Background: an optimization exercise with open tools, aiming at small area, a short achievable clock period and few clock cycles. Do not read the settings as production practice.
Function was checked by simulation only, so behaviour that the tests miss may differ from the original.
Power is estimated from default activity; no workload was simulated.

--- flow/design.v ---
module sb_crc8_step (
    input  wire [7:0] c_in,    
    output wire [7:0] c_out
);
    reg [15:0] acc;
    integer r;
    always @* begin
        acc = {c_in, 8'h00};
        for (r = 0; r < 8; r = r + 1) begin
            if (acc[15]) acc = acc ^ 16'h8380;
            acc = {acc[14:0], 1'b0};
        end
    end
    assign c_out = acc[15:8];
endmodule
module sb_core (
    input  wire         clk,
    input  wire         rst_n,
    input  wire [7:0]   dev_addr,
    input  wire [31:0]  stale_ms,
    input  wire [31:0]  turn_ms,
    input  wire         en_crc_resp,
    input  wire         en_flag_resp,
    input  wire         full_duplex,
    input  wire         flow_ctrl,
    input  wire [31:0]  now_ms,
    input  wire         poll,
    input  wire         app_start,
    input  wire [2:0]   app_op,
    input  wire [2:0]   app_handle,
    input  wire [127:0] app_wdata,
    input  wire [4:0]   app_wlen,
    output wire         ready,
    output reg          done,
    output reg          app_result,
    output wire [127:0] app_rdata,
    output reg  [4:0]   app_rlen,
    output reg          on_write_valid,
    output wire [2:0]   on_write_index,
    input  wire         rx_valid,
    input  wire [7:0]   rx_data,
    output wire         rx_ready,
    output wire         tx_valid,
    output wire [7:0]   tx_data,
    input  wire         tx_ready,
    input  wire         tx_idle,
    output reg          dir
);
    function [7:0] push_cmd;             
        input [2:0] i;
        case (i)
            3'd0:       push_cmd = 8'hDA;
            3'd1:       push_cmd = 8'hDB;
            3'd2, 3'd5: push_cmd = 8'hDC;
            3'd4:       push_cmd = 8'hDE;
            default:    push_cmd = 8'hDD;
        endcase
    endfunction
    function [15:0] item_addr;
        input [2:0] i;
        case (i)
            3'd0: item_addr = 16'h0000;
            3'd1: item_addr = 16'h0010;
            3'd2: item_addr = 16'h0002;
            3'd3: item_addr = 16'h0003;
            3'd4: item_addr = 16'h0004;
            3'd5: item_addr = 16'h0100;
            3'd6: item_addr = 16'h1234;
            default: item_addr = 16'hFFFF;
        endcase
    endfunction
    function [4:0] push_last;
        input [2:0] i;
        input [4:0] alen;
        case (i)
            3'd0:    push_last = 5'd5;
            3'd1:    push_last = 5'd6;
            3'd4:    push_last = 5'd6 + alen;
            default: push_last = 5'd8;
        endcase
    endfunction
    function [32:0] sub32;           
        input [31:0] a, b;
        reg   [31:0] p, g, pp;
        integer l, i, j;
        begin
            p  = ~(a ^ b);           
            g  = a & ~b;
            g[0] = g[0] | p[0];      
            pp = p;
            for (l = 0; l < 5; l = l + 1)
                for (i = 0; i < 32; i = i + 1)
                    if (((i >> l) & 1) == 1) begin
                        j = ((i >> (l + 1)) << (l + 1)) + (1 << l) - 1;
                        g[i]  = g[i] | (pp[i] & g[j]);
                        pp[i] = pp[i] & pp[j];
                    end
            sub32 = {g[31], p ^ {g[30:0], 1'b1}};
        end
    endfunction
    reg [7:0]   it0;
    reg [15:0]  it1;
    reg [31:0]  it2, it3, it5, it6, it7;
    reg [127:0] it4;
    reg [7:0]   iv;
    reg [4:0]   arr_len;
    reg [7:0]   dirty;
    reg [2:0]   cursor;
    reg         in_sweep;
    reg [2:0]   sw_start;
    reg         busy;
    reg         rx_act;      
    reg         got;         
    reg         disc;        
    reg         chk;         
    reg [31:0]  now_q;       
    reg [1:0]   tp;          
    reg [31:0]  last_rx;
    reg [6:0]   cnt;         
    reg         la;          
    reg         cand;        
    reg [6:0]   k;           
    reg [6:0]   rem;         
    reg         nl;          
    reg         dreg;        
    reg [7:0]   crc;         
    reg         c_poll, c_read, c_da, c_db, c_d4, c_de;
    reg         f0, f1;      
    reg [7:0]   hb;          
    reg [7:0]   lom;         
    reg         hit;
    reg [2:0]   hidx;
    reg         n_ok;        
    reg [4:0]   nlen;
    reg [4:0]   di;          
    reg [127:0] stg;         
    reg         ap;          
    reg         crc_ok_r;
    reg         badcrc;      
    reg         sc_found;
    reg [2:0]   sc_j;
    reg [2:0]   sel;         
    reg         sic;         
    reg         hi_eq;       
    reg         pa_go;       
    reg         greet;       
    reg         wr_app;      
    reg [31:0]  rd_lo;       
    localparam [1:0] T_IDLE = 2'd0, T_TURN = 2'd1, T_SEND = 2'd2, T_FLUSH = 2'd3;
    reg [1:0]   tx_st;
    reg         tx_v;
    reg [7:0]   tx_d;
    reg [4:0]   tk;
    reg [4:0]   tlast;       
    reg [3:0]   tdi;         
    reg [7:0]   tx_crc;
    reg         fr_push;
    reg [2:0]   fr_c;        
    reg         pa;
    wire [2:0] rsel = busy ? sel : app_handle;
    reg  [31:0] lo_raw;
    always @* begin
        case (rsel)
            3'd0: lo_raw = {24'd0, it0};
            3'd1: lo_raw = {16'd0, it1};
            3'd2: lo_raw = it2;
            3'd3: lo_raw = it3;
            3'd4: lo_raw = it4[31:0];
            3'd5: lo_raw = it5;
            3'd6: lo_raw = it6;
            default: lo_raw = it7;
        endcase
    end
    wire [7:0]   sel_oh = 8'd1 << sel;
    wire [31:0]  lo_val = |(iv & (8'd1 << rsel)) ? lo_raw : 32'd0;
    wire [4:0] sel_klen = (sel == 3'd0) ? 5'd1 : (sel == 3'd1) ? 5'd2 :
                          (sel == 3'd4) ? 5'd16 : 5'd4;
    wire [4:0] sel_len  = (sel == 3'd4) ? arr_len : sel_klen;
    wire [4:0] h_len    = (app_handle == 3'd0) ? 5'd1 : (app_handle == 3'd1) ? 5'd2 :
                          (app_handle == 3'd4) ? arr_len : 5'd4;
    assign ready          = ~busy;
    assign app_rdata      = {it4[127:32], rd_lo};
    assign on_write_index = sel;
    wire wlen_le16   = ~app_wlen[4] | (app_wlen[3:0] == 4'd0);
    wire wlen_ok_sel = (sel == 3'd4) ? wlen_le16 : (app_wlen == sel_klen);
    wire wlen_ok_in  = (app_handle == 3'd4) ? wlen_le16 :
                       (app_handle == 3'd0) ? (app_wlen == 5'd1) :
                       (app_handle == 3'd1) ? (app_wlen == 5'd2) : (app_wlen == 5'd4);
    wire [15:0] wm16 = app_wlen[4] ? 16'hFFFF : ~(16'hFFFF << app_wlen[3:0]);
    reg [127:0] wmask;
    integer b;
    always @* begin
        for (b = 0; b < 16; b = b + 1)
            wmask[8*b +: 8] = {8{wm16[b]}};
    end
    wire hi_same  = (((it4[127:32] ^ app_wdata[127:32]) & wmask[127:32]) == 96'd0);
    wire same_val = (app_wlen == app_rlen) && hi_eq &&
                    (((rd_lo ^ app_wdata[31:0]) & wmask[31:0]) == 32'd0);
    wire [7:0] c_a, rx_crc_n, tx_crc_n;
    sb_crc8_step u_crc_a  (.c_in(dev_addr),                      .c_out(c_a));
    sb_crc8_step u_crc_rx (.c_in((cand ? crc : c_a) ^ rx_data),  .c_out(rx_crc_n));
    sb_crc8_step u_crc_tx (.c_in(tx_crc ^ tx_d),                 .c_out(tx_crc_n));
    wire full      = cnt[6];
    assign rx_ready = rx_act & ~full;
    wire acc       = rx_act & rx_valid & ~full;
    wire drain_end = rx_act & ~(rx_valid & ~full);
    wire cmd_ok_x  = (rx_data == 8'hD0) || (rx_data == 8'hD1) || (rx_data == 8'hDA) ||
                     (rx_data == 8'hDB) || (rx_data == 8'hDC) || (rx_data == 8'hDD) ||
                     (rx_data == 8'hDE);
    wire in_frame  = acc & ~disc & cand;
    wire crc_ok    = (rx_data == crc);
    wire [7:0] lom_x = {rx_data == 8'hFF, rx_data == 8'h34, rx_data == 8'h00,
                        rx_data == 8'h04, rx_data == 8'h03, rx_data == 8'h02,
                        rx_data == 8'h10, rx_data == 8'h00};
    wire [7:0] him_x = {rx_data == 8'hFF, rx_data == 8'h12, rx_data == 8'h01,
                        rx_data == 8'h00, rx_data == 8'h00, rx_data == 8'h00,
                        rx_data == 8'h00, rx_data == 8'h00};
    wire [7:0] am    = lom & him_x;      
    wire       x_hit = |am;
    wire [2:0] x_idx = {|am[7:4], am[7] | am[6] | am[3] | am[2],
                        am[7] | am[5] | am[3] | am[1]};
    wire [2:0] s_st   = in_sweep ? sw_start : cursor;
    wire [2:0] s_wl   = sw_start - cursor;           
    reg        s_found;
    reg  [2:0] s_i;
    integer    si;
    always @* begin
        s_found = 1'b0;
        s_i = 3'd0;
        for (si = 7; si >= 0; si = si - 1)
            if (dirty[(cursor + si) & 7] && (!in_sweep || si < s_wl)) begin
                s_found = 1'b1;
                s_i = si;
            end
    end
    wire       p_found = f1 | sc_found;
    wire [2:0] p_j     = f1 ? cursor : sc_j;
    wire       p_last  = (p_j + 3'd1) == s_st;
    wire       w_cmd  = c_da | c_db | c_d4 | c_de;
    wire       suits  = c_da ? (hidx == 3'd0) :
                        c_db ? (hidx == 3'd1) :
                        c_de ? (hidx == 3'd4 && n_ok) :
                               (hidx != 3'd0 && hidx != 3'd1 && hidx != 3'd4);
    wire       wr_ok  = w_cmd & hit & suits;
    wire       pf     = f0 | f1;
    wire       push_ok = c_poll ? (pf & p_found) : (c_read & hit);
    wire [2:0] item_ok = c_poll ? p_j : hidx;
    wire       resp_ok = c_poll ? (pf | en_flag_resp) : 1'b1;
    wire [2:0] st_ok   = c_poll  ? (pf ? 3'd2 : 3'd3) :    
                         !hit    ? 3'd4 :
                         c_read  ? 3'd4 :
                         !suits  ? 3'd5 : 3'd0;
    wire [4:0]  tk1   = tk + 5'd1;
    wire [15:0] fr_ad = item_addr(sel);
    wire [127:0] rval = {it4[127:32], rd_lo};
    wire [7:0]  dbyte = rval[8*tdi +: 8];
    reg  [7:0]  nbyte;
    always @* begin
        if (tk1 == tlast)
            nbyte = tx_crc_n;
        else if (tk1 == 5'd1)
            nbyte = fr_push ? push_cmd(sel) : {5'b11100, fr_c};
        else if (!fr_push)
            nbyte = badcrc ? crc : 8'h00;
        else if (tk1 == 5'd2)
            nbyte = fr_ad[7:0];
        else if (tk1 == 5'd3)
            nbyte = fr_ad[15:8];
        else if (sel == 3'd4 && tk1 == 5'd4)
            nbyte = {3'b000, arr_len};
        else if (sel == 3'd4 && tk1 == 5'd5)
            nbyte = 8'h00;
        else
            nbyte = dbyte;
    end
    assign tx_valid = tx_v;
    assign tx_data  = tx_d;
    wire turn_zero = (turn_ms == 32'd0);
    wire [32:0] since_f = sub32(now_q, last_rx);
    wire [31:0] since   = since_f[31:0];
    wire [32:0] stale_f = sub32(stale_ms, now_q);    
    wire [32:0] turn_f  = sub32(now_q, turn_ms);     
    wire hs        = tx_v & tx_ready;
    wire fr_last   = (tk == tlast);
    wire fend      = (tx_st == T_SEND) & hs & fr_last & ~flow_ctrl |
                     (tx_st == T_FLUSH) & tx_idle;
    wire pa_more   = pa & (dirty != 8'd0);
    wire [7:0] pj_oh   = 8'd1 << p_j;
    wire [7:0] hidx_oh = 8'd1 << hidx;
    reg [2:0] pd_i;
    integer pi;
    always @* begin
        pd_i = 3'd0;
        for (pi = 7; pi >= 0; pi = pi - 1)
            if (dirty[pi]) pd_i = pi;
    end
    wire [7:0] pd_oh = 8'd1 << pd_i;
    reg       go;        
    reg       rx_n;      
    reg       app_n;     
    integer   bi;
    always @(posedge clk) begin
        for (bi = 0; bi < 16; bi = bi + 1)
            if (di == bi)
                stg[8*bi +: 8] <= rx_data;    
        sc_found <= s_found;
        rd_lo    <= lo_val;      
        app_rlen <= busy ? sel_len : h_len;      
        sc_j     <= cursor + s_i;
    end
    always @(posedge clk) begin
        on_write_valid <= 1'b0;
        ap             <= 1'b0;
        wr_app         <= 1'b0;
        sic            <= 1'b0;
        hi_eq          <= hi_same;
        pa_go          <= 1'b0;
        done           <= 1'b0;
        chk            <= 1'b0;
        go    = 1'b0;
        rx_n  = rx_act;
        app_n = 1'b0;
        if (!rst_n) begin
            busy     <= 1'b0;
            rx_act   <= 1'b0;
            tx_st    <= T_IDLE;
            tx_v     <= 1'b0;
            dir      <= 1'b0;
            pa       <= 1'b0;
            cnt      <= 7'd0;
            la       <= 1'b0;
            cand     <= 1'b0;
            last_rx  <= 32'd0;
            dirty    <= 8'd0;
            cursor   <= 3'd0;
            in_sweep <= 1'b0;
            sw_start <= 3'd0;
            arr_len  <= 5'd0;
            iv       <= 8'd0;
            app_result <= 1'b0;
            sel      <= 3'd0;
        end else begin
            if (!busy && poll) begin
                now_q <= now_ms;
                got   <= 1'b0;
                disc  <= 1'b0;
                rx_n  = 1'b1;
            end else if (!busy && app_start) begin
                sel   <= app_handle;
                case (app_op)
                3'd0: begin
                    app_result     <= wlen_ok_in;
                    on_write_valid <= wlen_ok_in;
                    wr_app         <= wlen_ok_in;
                end
                3'd1: begin
                    sic   <= 1'b1;
                    app_n = 1'b1;
                end
                3'd2: app_result <= 1'b1;
                3'd3, 3'd4: begin
                    app_result <= full_duplex;
                    pa_go      <= full_duplex;
                    greet      <= app_op[2];      
                    if (full_duplex)
                        app_n = 1'b1;
                end
                default: app_result <= 1'b0;
                endcase
            end
            if (pa_go) begin
                badcrc <= 1'b0;
                go = 1'b1;
                if (greet) begin
                    fr_push <= 1'b0;
                    fr_c    <= 3'd6;
                    tlast   <= 5'd3;
                    pa      <= 1'b0;
                end else if (dirty == 8'd0) begin
                    fr_push <= 1'b0;
                    fr_c    <= 3'd2;
                    tlast   <= 5'd3;
                    pa      <= 1'b0;
                end else begin
                    fr_push <= 1'b1;
                    sel     <= pd_i;
                    tlast   <= push_last(pd_i, arr_len);
                    tdi     <= (pd_i == 3'd4) ? 4'd11 : 4'd13;
                    dirty   <= dirty & ~pd_oh;
                    pa      <= 1'b1;
                end
            end
            if (sic) begin
                app_result     <= wlen_ok_sel & ~same_val;
                on_write_valid <= wlen_ok_sel & ~same_val;
                wr_app         <= wlen_ok_sel & ~same_val;
            end
            if (wr_app || (ap && crc_ok_r && wr_ok)) begin
                case (sel)
                3'd0: it0 <= wr_app ? app_wdata[7:0]  : stg[7:0];
                3'd1: it1 <= wr_app ? app_wdata[15:0] : stg[15:0];
                3'd2: it2 <= wr_app ? app_wdata[31:0] : stg[31:0];
                3'd3: it3 <= wr_app ? app_wdata[31:0] : stg[31:0];
                3'd4: begin
                    it4     <= wr_app ? app_wdata : stg;
                    arr_len <= wr_app ? app_wlen  : nlen;
                end
                3'd5: it5 <= wr_app ? app_wdata[31:0] : stg[31:0];
                3'd6: it6 <= wr_app ? app_wdata[31:0] : stg[31:0];
                default: it7 <= wr_app ? app_wdata[31:0] : stg[31:0];
                endcase
                iv <= iv | sel_oh;
                if (wr_app)
                    dirty <= dirty | sel_oh;
            end
            if (ap && crc_ok_r) begin
                if (c_poll && pf) begin
                    if (p_found) begin
                        dirty    <= (f1 ? 8'hFF : dirty) & ~pj_oh;
                        cursor   <= p_last ? s_st + 3'd1 : p_j + 3'd1;
                        in_sweep <= ~p_last;
                    end else begin
                        cursor   <= s_st + 3'd1;
                        in_sweep <= 1'b0;
                    end
                    sw_start <= s_st;
                end else if (c_read && hit) begin
                    dirty <= dirty & ~hidx_oh;
                end
            end
            if (acc) begin
                cnt <= cnt + 7'd1;
                got <= 1'b1;
                if (!got)
                    last_rx <= now_q;
                if (!disc && !cand) begin
                    la <= (rx_data == dev_addr);
                    if (la && cmd_ok_x) begin
                        cand   <= 1'b1;
                        k      <= 7'd2;
                        crc    <= rx_crc_n;
                        c_poll <= (rx_data == 8'hD0);
                        c_read <= (rx_data == 8'hD1);
                        c_da   <= (rx_data == 8'hDA);
                        c_db   <= (rx_data == 8'hDB);
                        c_d4   <= (rx_data == 8'hDC) || (rx_data == 8'hDD);
                        c_de   <= (rx_data == 8'hDE);
                        rem    <= (rx_data == 8'hD0) ? 7'd2 :
                                  (rx_data == 8'hD1) ? 7'd3 :
                                  (rx_data == 8'hDA) ? 7'd4 :
                                  (rx_data == 8'hDB) ? 7'd5 :
                                  (rx_data == 8'hDE) ? 7'd127 : 7'd7;
                        nl     <= 1'b0;
                        dreg   <= 1'b0;
                        di     <= 5'd0;
                    end
                end
                if (in_frame) begin
                    if (nl) begin
                        disc     <= 1'b1;
                        cand     <= 1'b0;
                        ap       <= 1'b1;
                        crc_ok_r <= crc_ok;
                        on_write_valid <= crc_ok & wr_ok;
                        sel      <= item_ok;
                        fr_push  <= crc_ok & push_ok;
                        fr_c     <= crc_ok ? st_ok : 3'd1;
                        badcrc   <= ~crc_ok;
                        tlast    <= (crc_ok & push_ok) ? push_last(item_ok, arr_len) : 5'd3;
                        tdi      <= (item_ok == 3'd4) ? 4'd11 : 4'd13;
                        pa       <= 1'b0;
                        go = crc_ok ? resp_ok : en_crc_resp;
                    end else begin
                        k   <= k + 7'd1;
                        crc <= rx_crc_n;
                        rem <= rem - 7'd1;
                        nl  <= (rem == 7'd2);
                        if (k == 7'd2) begin
                            lom <= lom_x;
                            f0 <= (rx_data == 8'h00);
                            f1 <= (rx_data == 8'h01);
                        end
                        if (k == 7'd3) begin
                            hit  <= x_hit;
                            hidx <= x_idx;
                            dreg <= ~c_de;
                        end
                        if (k == 7'd4)
                            hb <= rx_data;
                        if (k == 7'd5 && c_de) begin
                            n_ok <= (rx_data == 8'h00) && (hb[7:5] == 3'd0) &&
                                    (~hb[4] || hb[3:0] == 4'd0);
                            nlen <= hb[4:0];
                            rem  <= (rx_data == 8'h00 && hb[7:6] == 2'd0) ? hb[6:0] + 7'd1 : 7'd127;
                            nl   <= (rx_data == 8'h00 && hb == 8'h00);
                            dreg <= 1'b1;
                        end
                        if (dreg && !di[4])
                            di <= di + 5'd1;
                    end
                end
            end
            if (drain_end) begin
                rx_n = 1'b0;
                if (!got) begin
                    chk   <= 1'b1;
                    now_q <= since;
                end
                if (disc) begin
                    cnt  <= 7'd0;
                    la   <= 1'b0;
                    cand <= 1'b0;
                end else if (cand && k[6:2] != 5'd0) begin
                    cnt <= k;
                end else if (cnt[6:2] != 5'd0) begin
                    cnt <= 7'd3;
                end
            end
            if (chk && !stale_f[32]) begin
                cnt  <= 7'd0;
                la   <= 1'b0;
                cand <= 1'b0;
            end
            if (tx_st == T_IDLE || tx_st == T_TURN) begin
                tx_d   <= dev_addr;
                tk     <= 5'd0;
                tx_crc <= 8'd0;
            end
            case (tx_st)
            T_TURN: begin
                case (tp)
                2'd0: begin
                    now_q <= now_ms;
                    tp    <= 2'd1;
                end
                2'd1: begin
                    now_q <= since;
                    tp    <= 2'd2;
                end
                default: begin
                    tp <= 2'd0;
                    if (turn_f[32]) begin
                        tx_st <= T_SEND;
                        tx_v  <= 1'b1;
                        dir   <= flow_ctrl;
                    end
                end
                endcase
            end
            T_SEND: begin
                if (hs) begin
                    tx_crc <= tx_crc_n;
                    tk     <= tk1;
                    tdi    <= tdi + 4'd1;
                    tx_d   <= nbyte;
                    if (fr_last) begin
                        tx_v  <= 1'b0;
                        tx_st <= flow_ctrl ? T_FLUSH : T_IDLE;
                    end
                end
            end
            T_FLUSH: begin
                if (tx_idle) begin
                    dir   <= 1'b0;
                    tx_st <= T_IDLE;
                end
            end
            default: ;
            endcase
            if (fend) begin
                if (pa_more) begin
                    go = 1'b1;
                    fr_push <= 1'b1;
                    sel     <= pd_i;
                    tlast   <= push_last(pd_i, arr_len);
                    tdi     <= (pd_i == 3'd4) ? 4'd11 : 4'd13;
                    dirty   <= dirty & ~pd_oh;
                end else begin
                    pa <= 1'b0;
                end
            end
            if (go) begin
                tp     <= 2'd0;
                if (turn_zero && !pa) begin
                    tx_st <= T_SEND;
                    tx_v  <= 1'b1;
                    dir   <= flow_ctrl;
                end else begin
                    tx_st <= T_TURN;
                end
            end
            rx_act <= rx_n;
            if (busy || poll || app_start) begin
                if (!rx_n && ((tx_st == T_IDLE && !go) || (fend && !pa_more)) && !app_n) begin
                    busy <= 1'b0;
                    done <= 1'b1;
                end else begin
                    busy <= 1'b1;
                end
            end
        end
    end
endmodule
--- flow/flow/run.sh ---
#!/bin/bash
set -euo pipefail
bash standard.sh "BUFFER_PORTS_ARGS=-buffer_cell sky130_fd_sc_hd__buf_1" SETUP_SLACK_MARGIN=6.4 finish > standard.log 2>&1
--- flow/standard.sh ---
#!/bin/bash
# synth_recipe.tcl (not shown) runs the flow's synth.tcl, then flattens the netlist and writes it again
# the make line also repeats each setting of config.mk as NAME=value (left out here)
make -C /OpenROAD-flow-scripts/flow DESIGN_CONFIG=/design/flow/config.mk WORK_HOME=/design/flow/orfs CLKGATE_MAP_FILE= SYNTH_SCRIPT=/design/flow/synth_recipe.tcl "${@:-finish}"
--- flow/config.mk ---
export PLATFORM = sky130hd
export DESIGN_NAME = sb_core
export DESIGN_NICKNAME = sb_core
export VERILOG_FILES = /design/flow/design.v
export SDC_FILE = /design/flow/constraint.sdc
export NUM_CORES = 4
export LEC_CHECK = 0
export CAP_MARGIN = 20
export CORE_MARGIN = 2
export CORE_UTILIZATION = 70
export CTS_BUF_LIST = sky130_fd_sc_hd__clkbuf_4 sky130_fd_sc_hd__clkbuf_8
export PLACE_DENSITY = 0.8
export SLEW_MARGIN = 20
--- flow/constraint.sdc ---
create_clock -name core_clock -period 10.0 [get_ports {clk}]
set_input_delay 2.0000 -clock core_clock [delete_from_list [all_inputs] [get_ports {clk}]]
set_output_delay 2.0000 -clock core_clock [all_outputs]
set_load 0.01 [all_outputs]
==> results.txt <==
-- worst paths after layout --
path | start | cells past startpoint | endpoint | slack [ns]
setup / recovery | hidx[1] | 8 | it4[75] | 6.41
hold / removal | last_rx[21] | 2 | last_rx[21] | 0.46
setup reg to reg | hidx[1] | 8 | it4[75] | 6.41
hold reg to reg | last_rx[21] | 2 | last_rx[21] | 0.46
-- per-stage QoR --
step / instance area (sq um) / cells / util [%] / power [mW] / setup WS (ns)
6_report: 42500 / 4511 / 79.1 / 6.61 / 6.41
5_1_grt: 42500 / 4508 / 79.1 / 6.80 / 6.35
4_1_cts: 42200 / 4492 / 78.6 / 6.57 / 6.39
3_5_place_dp: 39700 / 4282 / 73.9 / 4.12 / 4.91
3_3_place_gp: 39700 / 4280 / 73.9 / 4.09 / 5.08
2_1_floorplan: 38400 / 3392 / - / 3.84 / 3.30
-- repair_timing --
item / 4_1_cts / 5_1_grt
setup endpoints to repair: 336 / 279
pin swaps: 4 / 8
gates cloned: 0 / 1
setup buffers: 9 / 11
resized for setup: 40 / 48
-- layout make-up --
class	count	area, sq um	share of cell area (%)
clock buffers	154	1930	4.55
clock inverters	47	310	0.730
inverters	147	563	1.33
diodes	7	17.5	0.0412
flip-flops and latches	703	19800	46.7
well taps	696	871	2.05
multi-input cells	2271	16700	39.2
repair buffers	486	2300	5.41
-- Yosys cell counts, drive strengths merged, types with 13 or more instances --
cell type and count:
nand3 61, o22ai 39, a22oi 34, xor2 108, ha 128, a221o 13, nor2b 23, dfxtp 129
edfxtp 574, buf 139, a31oi 28, and3 21, mux2i 53, nand4 42, xnor2 151, o211ai 25
inv 146, nor4 42, nor2 252, nor3 46, a21oi 209, nand2 326, a211oi 40, o21ai 188
mux4 49, mux2 135, a21o 42, nand2b 24, clkbuf 133, o31ai 16
-- metal layers --
| layer | wire length, um | global-route usage [%] | vias to the layer above |
|---|---|---|---|
| li1 | - | - | 13100 |
| met1 | 42900 | 55.4 | 14500 |
| met2 | 55800 | 66.2 | 2447 |
| met3 | 16500 | 10.7 | 414 |
| met4 | 6540 | 21.7 | 10 |
| met5 | 61 | 0 | - |
-- flip-flops by register name (all words and copies together), names as in the netlist, 32 cells and up --
register / count
it4: 128
it3: 32
it7: 32
stg: 128
rd_lo: 32
now_q: 32
it5: 32
it2: 32
last_rx: 32
it6: 32
-- kinds of logic after synthesis --
kind of cell             share of synthesized area (%)
AO/OA/AOI/OAI                                     12.3
multiplexers                                      8.42
adder cells (fa/ha/maj)                           4.59
flip-flops                                        52.2
XOR/XNOR                                          6.28
buffers and inverters                             5.33
AND/OR/NAND/NOR                                   10.8
-- worst max-delay path: stages (launching register included) --
cell,delay (ns)
edfxtp_1,0.55
or3_1,0.49
nand2_1,0.10
o31ai_1,0.10
nor3_1,0.54
a21oi_4,0.30
nor4_4,0.27
buf_12,0.41
buf_12,0.39
-- where the power goes --
group	switching, mW	internal (mW)
Clock	1.20	1.30
Combinational	0.529	0.333
Sequential	0.0588	3.19
-- cells in the final DEF, fill, tap and decap left out, types with 22 or more instances in the layout --
cell,n
nor2_1,241
nand4_1,42
a211oi_1,35
mux2_2,134
mux2i_1,49
edfxtp_1,574
buf_1,398
nand2b_1,22
inv_1,142
buf_4,48
clkbuf_8,124
mux4_2,38
nor3_1,38
clkinv_1,24
a31oi_1,28
o22ai_1,39
nand3_1,58
dfxtp_1,126
ha_1,125
nand2_1,321
nor4_1,33
o211ai_1,23
a21oi_1,194
a22oi_1,34
clkbuf_4,31
xor2_1,107
o21ai_0,175
a21o_1,42
xnor2_1,143
==> parameters.txt <==
Parameter                              Value

Logic synthesis
  Cell types with the largest area share after synthesis ... edfxtp_1 45%, dfxtp_1 6.8%, ha_1 4.2%
  Cell taking the most area after synthesis ... edfxtp_1
  Number of warnings issued by yosys ... 2
  Mapped Cells ... 3392
  Number of register bits inferred by synthesis ... 703
  Mapped Nets ... between 3000 and 4000
  Post-synth top area share ... 45.4%
  Post-Synthesis Cell Area ... between 30000 and 40000 sq um
  FFs w/ async S/R, synth ... 0%
  Number of synthesized flops with an enable pin ... about 570
  Unique cell type count in the Yosys netlist ... between 90 and 100
  Most used DFF post-synth ... edfxtp_1
  Avg Cell Area, Syn ... 11.2 sq um
  Share of synthesized area occupied by flip-flops and latches ... between 50% and 60%

CTS
  CTS tree ... yes
  Reg clk slew, reported paths ... 0.06 ns
  Clk Latency, worst-skew pair ... approximately 0.75 ns
  Clock H-tree levels ... 3
  Sink Count ... roughly 700
  Hold-fix buffers at CTS ... 0
  Clock buffers created by TritonCTS ... between 100 and 150
  Buffer depth of the longest clock path ... 3
  CTS root buffer ... clkbuf_8

Drt
  Final routed wirelength across all metal layers ... 122000 um
  Post-detailed-route DRC marker count ... 0
  Total vias in the final route ... about 31000
  Average wire length per cell after detail routing ... about 27 um
  Antenna Violating Nets Remaining ... 0
  Number of vias per cell after detailed routing ... ~6.8
  Number of iterations in the first detailed-routing pass ... 6
  DR iter-0 viols ... just under 4000

STA
  Final count of hold timing violations ... 0
  Slew at the pin with the worst max-slew slack ... roughly 1.1 ns
  Aggregate negative setup slack ... 0 ns
  Setup repair after global routing missed its margin ... true
  Final clock period utilization by the worst path ... between 30% and 40%
  Max-slew headroom at the worst pin ... 28.8%
  Min Hold Slack ... 0.455 ns
  Clock skew ... roughly 0.06 ns
  Max-slew violation count ... 0
  Time the worst path needs with I/O delays and setup ... ~3.6 ns
  Maximum clock frequency ... between 200 and 300 MHz
  Number of endpoints failing setup at the final stage ... 0

Power and ir drop
  Largest vdd supply drop ... 0.153 mV
  Total power density per cell area ... 156 nW/um^2
  Leak ... 14.8 nW

GRT
  Via count of the first global-routing pass ... between 20000 and 30000
  Overall fraction of global-route tracks in use ... 42.4%
  Wire length of the first global-routing pass ... 178000 um
  Overflow after GRT ... 0
  Number of antenna violations at the first check in global routing ... 13
  Maximum number of pins on one net before global-route repair ... 80

Critical path
  Max FO, Critical Path ... 67
  Kind of end point of the critical path ... flip-flop
  Endpoint required time on the critical path ... 10.37 ns
  Data arrival time of the critical path ... between 3 and 4 ns
  Kind of start point of the critical path ... flip-flop
  Critical path start-end classification ... flip-flop to flip-flop

Floorplanning
  Starting Density ... between 70% and 80%
  Die Wd ... 237 um
  Vertical die dimension ... roughly 240 um
  Number of top-level design ports ... 413
  Cell row count ... 85
  Die Footprint ... between 50000 and 60000 sq um
  Area of the placeable core ... 53700 sq um

Final layout
  Filler Cells Inserted ... ~3300
  Ratio of cells with drive above 1 in the final layout ... 14.6%
  Final net count ... 4116
  Layout overhead on the synthesized area ... 11.9%

Place
  Detailed Place HPWL ... ~84000 um
  # port buffers ... around 410
  Gpl congestion ... around 1.0

Status
  Run status ... timing/DRC/antenna clean

Min path
  Kind of path behind the tightest hold check ... flip-flop to flip-flop

Run
  Max_cap viols ... 0
Testbench counts, summed over its fixed seeds: cycles 31,173.

## port drivers added, routing unchanged
The flow's constraints put no driver on any port. The routed layout listed below was extracted and timed again, unchanged, in two steps. Step 1 sets driving cells, clkbuf_16 on the clock port and buf_2 on the other inputs (assumed; they add their load-dependent delay and slew). Step 2, shift: input delay + t, output delay - t, t = (earliest + latest rising clock arrival at the registers) / 2. This alone moves slack from input paths to output paths. Three values: no drivers, after step 1, after step 2; two values: the first two.
t (ns): 0.778
setup WS [ns]: 6.411 / 6.377 / 5.670
worst setup path after step 2: input to register
slew at the worst register clock pin (ns): 0.07 / 0.07
pins driven straight from the clock port: 1
After both steps this run still meets setup and hold. The setup slack of this run moves by -0.034 ns with the drivers and by -0.741 ns with both steps.
